Background: an optimization exercise with open tools, aiming at small area and few clock cycles. Do not read the settings as production practice.
In this exercise RTL edits were held to simulation tests only and were not proved equivalent to the original.
Power figures rest on the tool's default switching activity, not on a simulated workload.

**flow/config.mk**
```make
export PLATFORM = sky130hd
export DESIGN_NAME = akjtag_core
export DESIGN_NICKNAME = akjtag_core
export VERILOG_FILES = /design/flow/design.v
export SDC_FILE = /design/flow/constraint.sdc
export NUM_CORES = 4
export LEC_CHECK = 0
export CAP_MARGIN = 20
export CORE_MARGIN = 2
export CORE_UTILIZATION = 40
export SLEW_MARGIN = 20
```
**flow/constraint.sdc**
```tcl
create_clock -name core_clock -period 10.0 [get_ports {clk}]
set_input_delay 2.0000 -clock core_clock [delete_from_list [all_inputs] [get_ports {clk}]]
set_output_delay 2.0000 -clock core_clock [all_outputs]
set_load 0.01 [all_outputs]
```
**flow/design.v**
```verilog
module tap_rom (
    input  wire [3:0] from_state,
    input  wire [3:0] to_state,
    output reg        tms_bit,      
    output wire [3:0] next_state    
);
    always @(*) begin
        case ({from_state, to_state})
            8'h00: tms_bit = 1'b1;
            8'h10, 8'h12, 8'h13, 8'h14, 8'h15, 8'h16, 8'h17, 8'h18, 8'h19, 8'h1A, 8'h1B, 8'h1C, 8'h1D, 8'h1E, 8'h1F: tms_bit = 1'b1;
            8'h20, 8'h21, 8'h29, 8'h2A, 8'h2B, 8'h2C, 8'h2D, 8'h2E, 8'h2F: tms_bit = 1'b1;
            8'h30, 8'h31, 8'h32, 8'h33, 8'h35, 8'h36, 8'h37, 8'h38, 8'h39, 8'h3A, 8'h3B, 8'h3C, 8'h3D, 8'h3E, 8'h3F: tms_bit = 1'b1;
            8'h40, 8'h41, 8'h42, 8'h43, 8'h45, 8'h46, 8'h47, 8'h48, 8'h49, 8'h4A, 8'h4B, 8'h4C, 8'h4D, 8'h4E, 8'h4F: tms_bit = 1'b1;
            8'h50, 8'h51, 8'h52, 8'h53, 8'h58, 8'h59, 8'h5A, 8'h5B, 8'h5C, 8'h5D, 8'h5E, 8'h5F: tms_bit = 1'b1;
            8'h60, 8'h61, 8'h62, 8'h63, 8'h64, 8'h65, 8'h67, 8'h68, 8'h69, 8'h6A, 8'h6B, 8'h6C, 8'h6D, 8'h6E, 8'h6F: tms_bit = 1'b1;
            8'h70, 8'h71, 8'h72, 8'h73, 8'h78, 8'h79, 8'h7A, 8'h7B, 8'h7C, 8'h7D, 8'h7E, 8'h7F: tms_bit = 1'b1;
            8'h80, 8'h82, 8'h83, 8'h84, 8'h85, 8'h86, 8'h87, 8'h88, 8'h89, 8'h8A, 8'h8B, 8'h8C, 8'h8D, 8'h8E, 8'h8F: tms_bit = 1'b1;
            8'h90, 8'h91, 8'h92, 8'h93, 8'h94, 8'h95, 8'h96, 8'h97, 8'h98, 8'h99: tms_bit = 1'b1;
            8'hA0, 8'hA1, 8'hA2, 8'hA3, 8'hA4, 8'hA5, 8'hA6, 8'hA7, 8'hA8, 8'hA9, 8'hAA, 8'hAC, 8'hAD, 8'hAE, 8'hAF: tms_bit = 1'b1;
            8'hB0, 8'hB1, 8'hB2, 8'hB3, 8'hB4, 8'hB5, 8'hB6, 8'hB7, 8'hB8, 8'hB9, 8'hBA, 8'hBC, 8'hBD, 8'hBE, 8'hBF: tms_bit = 1'b1;
            8'hC0, 8'hC1, 8'hC2, 8'hC3, 8'hC4, 8'hC5, 8'hC6, 8'hC7, 8'hC8, 8'hC9, 8'hCA, 8'hCF: tms_bit = 1'b1;
            8'hD0, 8'hD1, 8'hD2, 8'hD3, 8'hD4, 8'hD5, 8'hD6, 8'hD7, 8'hD8, 8'hD9, 8'hDA, 8'hDB, 8'hDC, 8'hDE, 8'hDF: tms_bit = 1'b1;
            8'hE0, 8'hE1, 8'hE2, 8'hE3, 8'hE4, 8'hE5, 8'hE6, 8'hE7, 8'hE8, 8'hE9, 8'hEA, 8'hEF: tms_bit = 1'b1;
            8'hF0, 8'hF2, 8'hF3, 8'hF4, 8'hF5, 8'hF6, 8'hF7, 8'hF8, 8'hF9, 8'hFA, 8'hFB, 8'hFC, 8'hFD, 8'hFE, 8'hFF: tms_bit = 1'b1;
            default: tms_bit = 1'b0;
        endcase
    end
    tap_next u_next (.state(from_state), .tms(tms_bit), .next_state(next_state));
endmodule
module tap_next (
    input  wire [3:0] state,
    input  wire       tms,
    output reg  [3:0] next_state
);
    always @(*) begin
        case ({state, tms})
            5'h00: next_state = 4'd1;
            5'h01: next_state = 4'd0;
            5'h02: next_state = 4'd1;
            5'h03: next_state = 4'd2;
            5'h04: next_state = 4'd3;
            5'h05: next_state = 4'd9;
            5'h06: next_state = 4'd4;
            5'h07: next_state = 4'd5;
            5'h08: next_state = 4'd4;
            5'h09: next_state = 4'd5;
            5'h0A: next_state = 4'd6;
            5'h0B: next_state = 4'd8;
            5'h0C: next_state = 4'd6;
            5'h0D: next_state = 4'd7;
            5'h0E: next_state = 4'd4;
            5'h0F: next_state = 4'd8;
            5'h10: next_state = 4'd1;
            5'h11: next_state = 4'd2;
            5'h12: next_state = 4'd10;
            5'h13: next_state = 4'd0;
            5'h14: next_state = 4'd11;
            5'h15: next_state = 4'd12;
            5'h16: next_state = 4'd11;
            5'h17: next_state = 4'd12;
            5'h18: next_state = 4'd13;
            5'h19: next_state = 4'd15;
            5'h1A: next_state = 4'd13;
            5'h1B: next_state = 4'd14;
            5'h1C: next_state = 4'd11;
            5'h1D: next_state = 4'd15;
            5'h1E: next_state = 4'd1;
            5'h1F: next_state = 4'd2;
            default: next_state = 4'd0;
        endcase
    end
endmodule
module akjtag_core (
    input  wire        clk,
    input  wire        rst,           
    input  wire        start,
    output reg         busy,
    output wire [2:0]  halt_cause,
    output reg  [7:0]  req_pos,
    output reg  [5:0]  resp_pos,
    output wire        req_rd,
    output wire [6:0]  req_addr,
    input  wire [31:0] req_rdata,
    output wire        resp_we,
    output wire [4:0]  resp_addr,
    output wire [31:0] resp_wdata,
    output reg         tck,
    output reg         tms,
    output reg         tdi,
    output wire        ntrst,
    input  wire        tdo
);
    localparam [31:0] FIRMWARE_VERSION = 32'h414B_0007;
    localparam [2:0] H_NONE     = 3'd0;
    localparam [2:0] H_END      = 3'd2;
    localparam [2:0] H_FAILURE  = 3'd3;
    localparam [2:0] H_REQ_OOB  = 3'd4;
    localparam [2:0] H_RESP_OOB = 3'd5;
    localparam [2:0] H_STATE_ID = 3'd6;
    localparam [2:0] H_LENGTH   = 3'd7;
    localparam [3:0] TLR = 4'd0;
    localparam [3:0] RTI = 4'd1;
    localparam [3:0] SDR = 4'd4;
    localparam [3:0] SIR = 4'd11;
    localparam [2:0] F_STOP  = 3'd0;    
    localparam [2:0] F_ISSUE = 3'd1;    
    localparam [2:0] F_OP    = 3'd2;    
    localparam [2:0] F_ARG   = 3'd3;    
    localparam [2:0] F_LEN   = 3'd4;    
    localparam [2:0] F_END   = 3'd5;    
    localparam [2:0] F_PEND  = 3'd6;    
    localparam [1:0] K_MOVE = 2'd0;
    localparam [1:0] K_RST  = 2'd1;
    localparam [1:0] K_RUN  = 2'd2;
    localparam [1:0] K_SCAN = 2'd3;
    localparam [2:0] B_IDLE  = 3'd0;
    localparam [2:0] B_MOVE  = 3'd1;    
    localparam [2:0] B_RST   = 3'd2;    
    localparam [2:0] B_MVSH  = 3'd4;    
    localparam [2:0] B_SHIFT = 3'd5;    
    localparam [2:0] B_RUN   = 3'd6;    
    reg  [2:0]  fst;
    reg  [1:0]  pk;            
    reg  [4:0]  flg;           
    reg  [2:0]  hc;            
    reg  [3:0]  def_end;
    reg  [4:0]  ir_m1, dr_m1;  
    reg         ir_bad, dr_bad;
    reg  [2:0]  bst;
    reg  [3:0]  cur, tgt, endst;
    reg  [4:0]  len_m1;
    reg         len_bad;
    reg  [4:0]  cnt;
    reg  [31:0] sr;            
    assign halt_cause = busy ? 3'd1 : hc;
    assign ntrst      = 1'b1;
    wire [31:0] w        = req_rdata;
    wire [7:0]  op       = w[7:0];
    wire        w_sbad   = |w[31:4];
    wire        w_lok    = ~|w[31:6] & (w[5] ? ~|w[4:0] : |w[4:0]);
    wire [4:0]  w_m1     = w[4:0] - 5'd1;
    wire        op_scan  = op[7] & ~|op[3:1];
    wire        op_simp  = ~|op[7:3] & (op[2] | op[1]);
    wire        s_g      = flg[3];
    wire        s_i      = flg[2];
    wire        s_w      = flg[1];
    wire        s_e      = flg[0];
    wire        fin_st   = (bst == B_MOVE) || (bst == B_RST);
    wire        b_free   = (bst == B_IDLE) || fin_st;    
    wire        mv_done  = (cur == tgt);
    wire        sh_done  = (cnt == len_m1);
    wire        rs_done  = cnt[2];
    wire        sr_one   = (sr == 32'd1);
    wire        rw_oob   = s_w ? 1'b0 : resp_pos[5];
    wire        b_end    = (bst == B_IDLE) ||
                           (tck && (((bst == B_MOVE) && mv_done) ||
                                    ((bst == B_RST) && rs_done)));
    reg         want_rd;
    reg         stop_now;
    reg  [2:0]  stop_code;
    reg         ping_we;
    always @(*) begin
        want_rd   = 1'b0;
        stop_now  = 1'b0;
        stop_code = H_END;
        ping_we   = 1'b0;
        case (fst)
            F_ISSUE: want_rd = b_free;
            F_OP: begin
                if (op == 8'h00) begin
                    stop_now = 1'b1;
                end else if (op == 8'h01) begin
                    if (resp_pos[5]) begin
                        stop_now  = 1'b1;
                        stop_code = H_RESP_OOB;
                    end else begin
                        ping_we = 1'b1;
                        want_rd = 1'b1;
                    end
                end else if (op_simp || op_scan) begin
                    want_rd = 1'b1;
                end else begin
                    stop_now  = 1'b1;
                    stop_code = H_FAILURE;
                end
            end
            F_ARG: begin
                if (flg[4]) begin
                    if (!s_g) begin
                        want_rd = 1'b1;    
                    end else begin
                        want_rd = s_e;
                        if (!s_e && (s_i ? ir_bad : dr_bad)) begin
                            stop_now  = 1'b1;
                            stop_code = H_LENGTH;
                        end
                    end
                end else begin
                    case (flg[2:0])
                        3'd3, 3'd4: if (w_sbad) begin
                            stop_now  = 1'b1;
                            stop_code = H_STATE_ID;
                        end else if (!flg[2]) begin
                            want_rd = 1'b1;
                        end
                        3'd5:       want_rd = ~|w;
                        3'd6, 3'd7: want_rd = 1'b1;
                        default:    ;
                    endcase
                end
            end
            F_LEN: begin
                want_rd = s_e;
                if (!s_e && !w_lok) begin
                    stop_now  = 1'b1;
                    stop_code = H_LENGTH;
                end
            end
            F_END: begin
                if (len_bad) begin
                    stop_now  = 1'b1;
                    stop_code = H_LENGTH;
                end else if (w_sbad) begin
                    stop_now  = 1'b1;
                    stop_code = H_STATE_ID;
                end
            end
            default: ;
        endcase
        if (want_rd && req_pos[7]) begin
            want_rd   = 1'b0;
            stop_now  = 1'b1;
            stop_code = H_REQ_OOB;
        end
    end
    wire        sh_we    = (bst == B_SHIFT) && tck && sh_done && !s_w && !resp_pos[5];
    assign req_rd     = want_rd;
    assign req_addr   = req_pos[6:0];
    assign resp_we    = ping_we | sh_we;
    assign resp_addr  = resp_pos[4:0];
    assign resp_wdata = (fst == F_OP) ? FIRMWARE_VERSION : sr;
    reg  [3:0]  walk_to;
    wire        nb_tms;
    wire [3:0]  nx_state;
    tap_rom u_rom (
        .from_state (cur),
        .to_state   (walk_to),
        .tms_bit    (nb_tms),
        .next_state ()
    );
    tap_next u_next (.state(cur), .tms(tms), .next_state(nx_state));
    wire        take     = (fst == F_PEND) && b_end;
    always @(*) begin
        walk_to = tgt;
        if (take) begin
            case (pk)
                K_MOVE:  walk_to = endst;
                K_RUN:   walk_to = RTI;
                default: walk_to = s_i ? SIR : SDR;
            endcase
        end else if (bst == B_SHIFT) begin
            walk_to = endst;
        end
    end
    reg  [31:0] sr_shift;
    integer j;
    always @(*) begin
        for (j = 0; j < 32; j = j + 1) begin
            if (j[4:0] == len_m1)
                sr_shift[j] = tdo;
            else if (j[4:0] < len_m1)
                sr_shift[j] = (j < 31) ? sr[(j + 1) % 32] : 1'b0;
            else
                sr_shift[j] = 1'b0;
        end
    end
    always @(posedge clk) begin
        if (rst) begin
            busy     <= 1'b0;
            hc       <= H_NONE;
            req_pos  <= 8'd0;
            resp_pos <= 6'd0;
            fst      <= F_STOP;
            bst      <= B_IDLE;
            cur      <= TLR;
            def_end  <= RTI;
            ir_bad   <= 1'b1;
            dr_bad   <= 1'b1;
            tck      <= 1'b0;
            tms      <= 1'b1;
            tdi      <= 1'b0;
        end else begin
            if (!busy) begin
                if (start && !hc[2]) begin
                    busy     <= 1'b1;
                    req_pos  <= 8'd0;
                    resp_pos <= 6'd0;
                    fst      <= F_ISSUE;
                end
            end else begin
                if (want_rd)
                    req_pos <= req_pos + 8'd1;
                if (ping_we)
                    resp_pos <= resp_pos + 6'd1;
                case (fst)
                    F_ISSUE: if (want_rd) fst <= F_OP;
                    F_OP: begin
                        flg <= {op_scan, op[6], op[5], op[4], op[0]};
                        if (!op_scan)
                            flg[2:0] <= op[2:0];
                        fst <= (op_scan || op_simp) ? F_ARG : F_OP;
                    end
                    F_ARG: begin
                        if (flg[4]) begin
                            sr <= w;
                            if (s_g) begin
                                len_m1  <= s_i ? ir_m1 : dr_m1;
                                len_bad <= s_i ? ir_bad : dr_bad;
                                endst   <= def_end;
                                fst     <= s_e ? F_END : F_PEND;
                            end else begin
                                fst <= F_LEN;
                            end
                            pk <= K_SCAN;
                        end else begin
                            case (flg[2:0])
                                3'd2: begin pk <= K_RST; fst <= F_PEND; end
                                3'd3: begin def_end <= w[3:0]; fst <= F_OP; end
                                3'd4: begin endst <= w[3:0]; pk <= K_MOVE; fst <= F_PEND; end
                                3'd5: begin
                                    sr  <= w;
                                    pk  <= K_RUN;
                                    fst <= (|w) ? F_PEND : F_OP;
                                end
                                3'd6: begin ir_m1 <= w_m1; ir_bad <= ~w_lok; fst <= F_OP; end
                                default: begin dr_m1 <= w_m1; dr_bad <= ~w_lok; fst <= F_OP; end
                            endcase
                        end
                    end
                    F_LEN: begin
                        len_m1  <= w_m1;
                        len_bad <= ~w_lok;
                        endst   <= def_end;
                        fst     <= s_e ? F_END : F_PEND;
                    end
                    F_END: begin
                        endst <= w[3:0];
                        fst   <= F_PEND;
                    end
                    F_PEND: if (take) fst <= F_ISSUE;
                    default: ;
                endcase
                if (stop_now) begin
                    fst <= F_STOP;
                    hc  <= stop_code;
                end
                if (bst != B_IDLE && !tck) begin
                    tck <= 1'b1;
                    if (bst != B_RST)
                        cur <= nx_state;
                    if (bst == B_SHIFT)
                        sr <= sr_shift;
                end else begin
                    tck <= 1'b0;
                    if (b_end) begin
                        if (take) begin
                            cnt <= 5'd0;
                            tgt <= walk_to;
                            case (pk)
                                K_MOVE: begin bst <= B_MOVE; tms <= nb_tms; end
                                K_RST:  begin bst <= B_RST;  tms <= 1'b1;   end
                                K_RUN:  begin
                                    bst <= sr_one ? B_MOVE : B_RUN;
                                    sr  <= sr - 32'd1;
                                    tms <= nb_tms;
                                end
                                default: begin bst <= B_MVSH; tms <= nb_tms; end
                            endcase
                        end else begin
                            bst <= B_IDLE;
                            if (fst == F_STOP || stop_now)
                                busy <= 1'b0;
                        end
                    end else begin
                        case (bst)
                            B_MOVE: tms <= nb_tms;
                            B_RST: begin
                                cnt <= cnt + 5'd1;
                                tms <= 1'b1;
                            end
                            B_MVSH: begin
                                tms <= nb_tms;
                                if (mv_done) begin
                                    bst <= B_SHIFT;
                                    tms <= 1'b0;
                                    tdi <= sr[0];
                                end
                            end
                            B_RUN: begin
                                tms <= nb_tms;
                                if (mv_done) begin
                                    bst <= sr_one ? B_MOVE : B_RUN;
                                    sr  <= sr - 32'd1;
                                end
                            end
                            B_SHIFT: begin
                                if (sh_done) begin
                                    if (rw_oob) begin
                                        busy <= 1'b0;
                                        hc   <= H_RESP_OOB;
                                        fst  <= F_STOP;
                                        bst  <= B_IDLE;
                                    end else begin
                                        if (!s_w)
                                            resp_pos <= resp_pos + 6'd1;
                                        tgt <= endst;
                                        tms <= nb_tms;
                                        bst <= B_MOVE;
                                    end
                                end else begin
                                    cnt <= cnt + 5'd1;
                                    tdi <= sr[0];
                                end
                            end
                            default: bst <= B_IDLE;
                        endcase
                    end
                end
            end
        end
    end
endmodule
```
**flow/run.sh**
```bash
#!/bin/bash
# synth_recipe.tcl (not shown) runs the flow's synth.tcl, then flattens the netlist and writes it again
# the make line also repeats each setting of config.mk as NAME=value (left out here)
make -C /OpenROAD-flow-scripts/flow DESIGN_CONFIG=/design/flow/config.mk WORK_HOME=/design/flow/orfs CLKGATE_MAP_FILE= SYNTH_SCRIPT=/design/flow/synth_recipe.tcl finish
```
==> summary.txt <==
## cell usage after synthesis (18+ instances only)
library cell    n
nand3_1        24
a21oi_1        66
mux2i_1        51
nand2_1       132
edfxtp_1       68
o22ai_1        18
nor4_1         18
inv_1          29
clkbuf_1       83
xor2_1         22
o21ai_0        88
and2_1         31
dfxtp_1        37
nor3_1         35
nand2b_1       24
nor2_1        119
## stage by stage
| stage | worst slack (ps) | instance area [sq um] | utilization (%) | hold slack (ps) | instances |
|---|---|---|---|---|---|
| after global routing | 2735 | 10240 | 46.92 | 507.2 | 1442 |
| after detailed placement | 2898 | 9913 | 45.42 | 459.0 | 1426 |
| after CTS | 2886 | 10240 | 46.92 | 476.3 | 1442 |
| final | 2787 | 10240 | 46.92 | 473.6 | 1442 |
| after floorplan | 4551 | 8876 | - | 431.3 | 1138 |
| after global placement | 2924 | 9913 | 45.42 | 449.4 | 1426 |
## sequential cells by signal, indices dropped and copies added (netlist names), 2 cells and up
| name | count |
|---|---|
| dr_m1 | 5 |
| sr | 32 |
| resp_pos | 6 |
| def_end | 4 |
| tgt | 4 |
| flg | 5 |
| hc | 3 |
| endst | 4 |
| pk | 2 |
| len_m1 | 5 |
| fst | 3 |
| cnt | 5 |
| bst | 3 |
| cur | 4 |
| ir_m1 | 5 |
| req_pos | 8 |
## how the worst max path moves through the flow
stage | startpoint | endpoint | cells after the start
6_report | req_rdata[8] | req_rd | 7
5_1_grt | req_rdata[8] | req_rd | 7
4_1_cts | req_rdata[8] | req_rd | 7
3_5_place_dp | req_rdata[8] | req_rd | 7
3_3_place_gp | req_rdata[8] | req_rd | 7
2_1_floorplan | req_rdata[1] | req_rd | 7
## final cells by class
type                            instances  area share, %
Tap cell                              280          3.421
Clock buffer                           12          2.823
Multi-Input combinational cell        891          53.86
Inverter                               31          1.136
Sequential cell                       105          27.18
Clock inverter                          4         0.3666
Timing Repair Buffer                  119          11.22
## placed cells by master (no fill, tap or decap), types with 31 or more instances in the layout
cell	count
edfxtp_1	68
mux2i_1	51
and2_1	31
dfxtp_1	37
clkdlybuf4s50_1	102
nand2_1	131
a21oi_1	66
nor2_1	118
o21ai_0	88
nor3_1	35
## layer usage
layer  share of wire, %  vias to the layer above  wire length [um]
li1                   -                     4201                 -
met1                 46                     4147             12960
met5                  0                        -                 0
met2                 45                      387             12730
met4                1.9                        0               536
met3                7.5                       39              2135
## cells by family after synthesis
group,share of synthesized area (%)
AND/OR/NAND/NOR,26.12
AO/OA/AOI/OAI,23.58
buffers and inverters,6.752
flip-flops,31.35
multiplexers,7.062
XOR/XNOR,3.256
adder cells (fa/ha/maj),1.833
other,0.04225
## where the power goes
| group | internal, mW | total (mW) | switching, mW | leakage (nW) |
|---|---|---|---|---|
| logic | 0.264 | 0.638 | 0.374 | 2.53 |
| registers | 0.541 | 0.633 | 0.0921 | 0.919 |
| clock network | 0.211 | 0.396 | 0.186 | 0.162 |
==> flow_summary_export.csv <==
group,metric,value,unit
cts,clkSinkCount,105,
timing,slew_headroom,33.09,%
setup_path,required,8000,ps
cts,cts_tree,"yes",
synthesis,yosys.area.top_type,"edfxtp_1",
setup_path,cp_slowest_stage_delay,830,ps
finish,seqCellArea,2783,sq um
timing,fin_crit_sh,72.13,%
setup_path,timing.rr.start,"cur[1]$_SDFFE_PP0P_",
pwr,power_density,162.8,nW/um^2
timing,tightestPinTransition,1000,ps
cts,cts_root_buffer,"clkbuf_16",
synthesis,yosysTopAreaCellShare,23.01,%
routing,dr.pass1.iters,6,
floorplan,num_rows,54,
routing,wl_per_cell,19.67,um
routing,wl,28370,um
placement,gp_congestion,0.8874,
grt,use_met2,36.47,%
finish,drive_gt1_share,5.938,%
timing,hold_viol_final,0,
placement,io_buffer_count,102,
timing,setup_tns,0,ps
setup_path,rr_endpoint,"sr[4]$_DFFE_PP_",
setup_path,crit_top_cell,"clkdlybuf4s50_1",
routing,post-route-drc-count,0,
pwr,power,1.667,mW
floorplan,die_h,153.0,um
timing,skew,10.66,ps
synthesis,synth_cells,1138,
cts,hold_buffers,0,
floorplan,core-area,21820,sq um
grt,grt_usage,23.66,%
synthesis,ys_ff_latch,105,
cts,ctsLongestPathBuffers,2,
timing,fmax,138.6,MHz
routing,num_vias,8774,
setup_path,cp_cell_sequence,"clkdlybuf4s50_1, nor4_1, and4_1, nor4bb_1, o21ai_0, a21oi_1, clkdlybuf4s50_1",
cts,postCtsSetupRepairBufs,0,
routing,drtAntennaViolNets,0,
setup_path,crit_path_start_kind,"primary input",
pwr,total_leakage_power,3.606,nW
setup_path,worst_path_max_delay_cell,"nor4_1",
run_status,status,"timing/DRC/antenna clean",
placement,dpl.hpwl,19510,um
floorplan,initial_core_util,40.67,%
setup_path,path_buf_inv,2,
floorplan,die-width,153.0,um
cts,cts_buffers,9,
cts,cts_resized,0,
synthesis,syn_nets,1187,
timing,setup_viol,0,
synthesis,syn_area_per_cell,7.800,sq um
finish,area_delta_synth_final,15.36,%
worst_hold_path,hp-class,"flop to flop",
worst_hold_path,whs_path_depth,1,
grt,overflow,0,
grt,grt_pass1_vias,8101,
synthesis,synth_edf_count,68,
synthesis,netlist_area,8876,sq um
routing,drtIter0Drc,1069,
synthesis,ys_warn_count,3,
finish,multi_input_area,5515,sq um
job,drv_cap,0,
timing,grt_setup_unrepaired,"false",
cts,clk_pin_slew,80,ps
worst_hold_path,min_from,"dr_bad$_SDFFE_PP1P_",
finish,nets,1206,
synthesis,synth_cell_types,84,
routing,via_per_inst,6.085,
finish,fillers,2183,
grt,grt_antenna_before_repair,0,
worst_hold_path,min_to,"dr_bad$_SDFFE_PP1P_",
synthesis,ys.flop_type,"edfxtp_1",
setup_path,r2r_cells,9,
setup_path,rrSetupSlack,6130,ps
setup_path,worstPathMaxFanout,4,
grt,gr-usage-met1,34.57,%
pwr,ir_worst_vdd,92.57,uV
synthesis,synth_area_leaders,"edfxtp_1, dfxtp_1, mux2i_1, nand2_1, nor2_1",
timing,slew_viol_final,0,
floorplan,io-pin-count,104,
grt,grt_start_max_net_pins,54,
setup_path,timing_worst_setup_path_type,"primary input to output port",
finish,antenna-diode-count,0,
floorplan,dieArea,23400,sq um
setup_path,cp-end-kind,"output port",
grt,grt_pass1_wl,45460,um
setup_path,cp_data_arrival_time,5210,ps
grt,use_met3,3.516,%
grt,grt.busiest_layer,"met2",
cts,clk_latency,360,ps
cts,cts.htree.levels,3,
synthesis,synth-seq-area-share,31.35,%
setup_path,critPathTopFamily,"simple AND/OR/NAND/NOR gates",
synthesis,async_flop_share,0,%
timing,post-route-min-period,7213,ps
Testbench counts, summed over its fixed seeds: cycles 115,421.

## re-timing with driven ports
The flow's constraints put no driver on any port. The routed layout listed below was extracted and timed again, unchanged, in two steps.
Step 1, drivers: a clkbuf_16 drives clk and a buf_2 each remaining input, both assumed.
Step 2, shift: input delay + t, output delay - t, t = (earliest + latest rising clock arrival at the registers) / 2. This alone moves slack from input paths to output paths.
Three values: ideal ports, drivers, drivers and shift; two values: the first two.
t, ns: 0.405
setup slack, ns: 2.787 / 2.763 / 2.763
worst slew at a driven data input, ns: 0.04
After both steps this run still meets setup and hold. For this run, drivers alone change the setup slack by -0.024 ns; drivers and shift together by -0.024 ns.
